Source: an optimization exercise on an open RTL-to-GDS flow (aim: small area, a short achievable clock period and few clock cycles per item). Production flows keep margins and buffers that such runs may drop. At most, simulation tests tie the RTL to the original design; equivalence was not proved. No activity file was given, so power comes from the tool's default toggle rates.

before:
==> module wm_haar, before the edit <==
module wm_haar (
    input  wire        clk,
    input  wire        rst,         
    input  wire        in_valid,
    output wire        in_ready,
    input  wire [63:0] in_x0,
    input  wire [63:0] in_x1,
    input  wire [63:0] in_x2,
    input  wire [63:0] in_x3,
    output wire        out_valid,
    input  wire        out_ready,
    output wire [63:0] out_y0,
    output wire [63:0] out_y1,
    output wire [63:0] out_y2,
    output wire [63:0] out_y3
);
    localparam [9:0] CUTS1 = 10'b1011010100;
    localparam [9:0] CUTS2 = 10'b0001011001;
    localparam integer LAT = ncuts(CUTS1) + ncuts(CUTS2);
    function integer ncuts;
        input [9:0] c;
        integer k;
        begin
            ncuts = 0;
            for (k = 0; k < 10; k = k + 1) ncuts = ncuts + c[k];
        end
    endfunction
    reg         s_valid;    
    reg         o_valid;
    reg         in_rdy;     
    wire        adv = ~s_valid;
    reg  [LAT-1:0] v;
    always @(posedge clk)
        if (rst) v <= {LAT{1'b0}};
        else if (adv) v <= {v[LAT-2:0], in_valid};
    wire [63:0] s01, d01, s23, d23;
    fp64_add #(.HALF(0), .CUTS(CUTS1), .GT_LATE(1)) u_a01 (.clk(clk), .en(adv), .a(in_x0), .b(in_x1), .p(s01), .m(d01));
    fp64_add #(.HALF(0), .CUTS(CUTS1), .GT_LATE(1)) u_a23 (.clk(clk), .en(adv), .a(in_x2), .b(in_x3), .p(s23), .m(d23));
    wire [63:0] y0, y1, y2, y3;
    fp64_add #(.HALF(1), .CUTS(CUTS2)) u_b0 (.clk(clk), .en(adv), .a(s01), .b(s23), .p(y0), .m(y1));
    fp64_add #(.HALF(1), .CUTS(CUTS2)) u_b1 (.clk(clk), .en(adv), .a(d01), .b(d23), .p(y2), .m(y3));
    wire        inc_v  = v[LAT-1];
    wire        o_free = ~o_valid | out_ready;
    reg  [255:0] o_q, s_q;
    always @(posedge clk) begin
        if (o_free) o_q <= s_valid ? s_q : {y0, y1, y2, y3};
        if (~s_valid) s_q <= {y0, y1, y2, y3};
    end
    always @(posedge clk)
        if (rst) begin
            o_valid <= 1'b0;
            s_valid <= 1'b0;
            in_rdy  <= 1'b1;
        end else begin
            if (o_free) o_valid <= s_valid | inc_v;
            s_valid <= s_valid ? ~o_free : (inc_v & ~o_free);
            in_rdy  <= s_valid ? o_free : ~(inc_v & ~o_free);
        end
    assign in_ready  = in_rdy;
    assign out_valid = o_valid;
    assign {out_y0, out_y1, out_y2, out_y3} = o_q;
endmodule
clock: 22.0 ns
lec_check: 0
abc_clock_period_in_ps: 3000
cap_margin: 20
core_margin: 2
core_utilization: 60
cts_cluster_diameter: 110
cts_cluster_size: 22
setup_slack_margin: 0.5
slew_margin: 20
standard.sh (not shown) runs the stock make flow with config.mk's settings and CLKGATE_MAP_FILE= SYNTH_SCRIPT=/design/flow/synth_recipe.tcl, a recipe that flattens the netlist after the stock synthesis.
==> flow/flow/run.sh <==
#!/bin/bash
# Own layout flow: the standard synthesis unchanged, then the standard
# ORFS layout steps with a larger setup slack margin for repair_timing, so
# that the resizer works towards the period the pipeline can reach rather
# than the design's much longer clock period. The SDC is not changed.
# flow/extra.txt may add further ORFS make variables (CTS and port-buffer
# arguments, for instance).
set -uo pipefail
M=$(cat flow/margin.txt)
EXTRA=$(cat flow/extra.txt 2>/dev/null || true)
EXTRA=${EXTRA//&/\\&}
sed -e "s|SETUP_SLACK_MARGIN=[-0-9.]*|SETUP_SLACK_MARGIN=$M $EXTRA|" standard.sh > standard_margin.sh
grep -q "SETUP_SLACK_MARGIN=$M" standard_margin.sh || { echo "margin not set" >&2; exit 1; }
bash standard.sh synth > synth.log 2>&1 || exit 1
bash standard_margin.sh > layout.log 2>&1 || exit 1
==> flow/flow/extra.txt <==
BUFFER_PORTS_ARGS="-buffer_cell sky130_fd_sc_hd__buf_2" MATCH_CELL_FOOTPRINT=0
==> flow/flow/margin.txt <==
16.15
> inputs changed (before -> after)
--- a/flow/design.v
+++ b/flow/design.v
@@ -392,8 +392,8 @@
     output wire [63:0] out_y2,
     output wire [63:0] out_y3
 );
-    localparam [9:0] CUTS1 = 10'b1011010100;
-    localparam [9:0] CUTS2 = 10'b0001011001;
+    localparam [9:0] CUTS1 = 10'b1101010100;
+    localparam [9:0] CUTS2 = 10'b0001010100;
     localparam integer LAT = ncuts(CUTS1) + ncuts(CUTS2);
     function integer ncuts;
         input [9:0] c;
==> comparison <==
after — number of clock-tree buffers in the layout 3.5% lower, before as reference
Taking after over before, the total power ratio works out to 1.06.
Looking at before and after, the relative area of clock buffers and inverters in the final design is a wash.
Relative to before, the area of all placed cells without fillers measured on after has decreased by a few percent.
[compare] base=before new=after: number of flip-flops and latches in the synthesized netlist lost 249; global-route wire length before repair picked up an extra about 3%; number of core rows lost 2.0%; layout buffering overhead excluding clock cells picked up an extra 0.23 points.
Cmp before and after / multi-input combinational gate total / lower: before
Via count (higher): after
From after to before, hold path depth did not move at all.
Sequential share of layout area (after over before): decrease, 2.5 points
Testbench counts of after, summed over its fixed seeds: cycles 32,072, items 32,000.
The RTL of before was laid out without a check of its function.

## separate check: timing with driven ports
In the flow no input, the clock included, has a driving cell. The finished layouts below were timed again as built, in two steps. Step 1 (the two cells are an assumption about what drives the block):
set clk [get_ports {clk}]
set_driving_cell -lib_cell sky130_fd_sc_hd__clkbuf_16 $clk
set_driving_cell -lib_cell sky130_fd_sc_hd__buf_2 [delete_from_list [all_inputs] $clk]
Step 2 moves the port delays by t, midway between the first and last clock arrival at a register: inputs arrive t later, outputs are due t later. That takes back most of the time a late clock gives input paths. Three values: ideal ports, drivers, drivers and shift; two values: the first two.
run | shift t [ns] | slack for setup (ns) | worst data-port slew with drivers (ns)
before | 1.005 | 16.059 / 15.948 / 15.508 | 0.09
after | 0.971 | 16.077 / 15.971 / 15.429 | 0.05
After both steps every run listed still meets setup and hold. For after, which loses most, drivers alone change the setup slack by -0.106 ns; drivers and shift together by -0.648 ns.
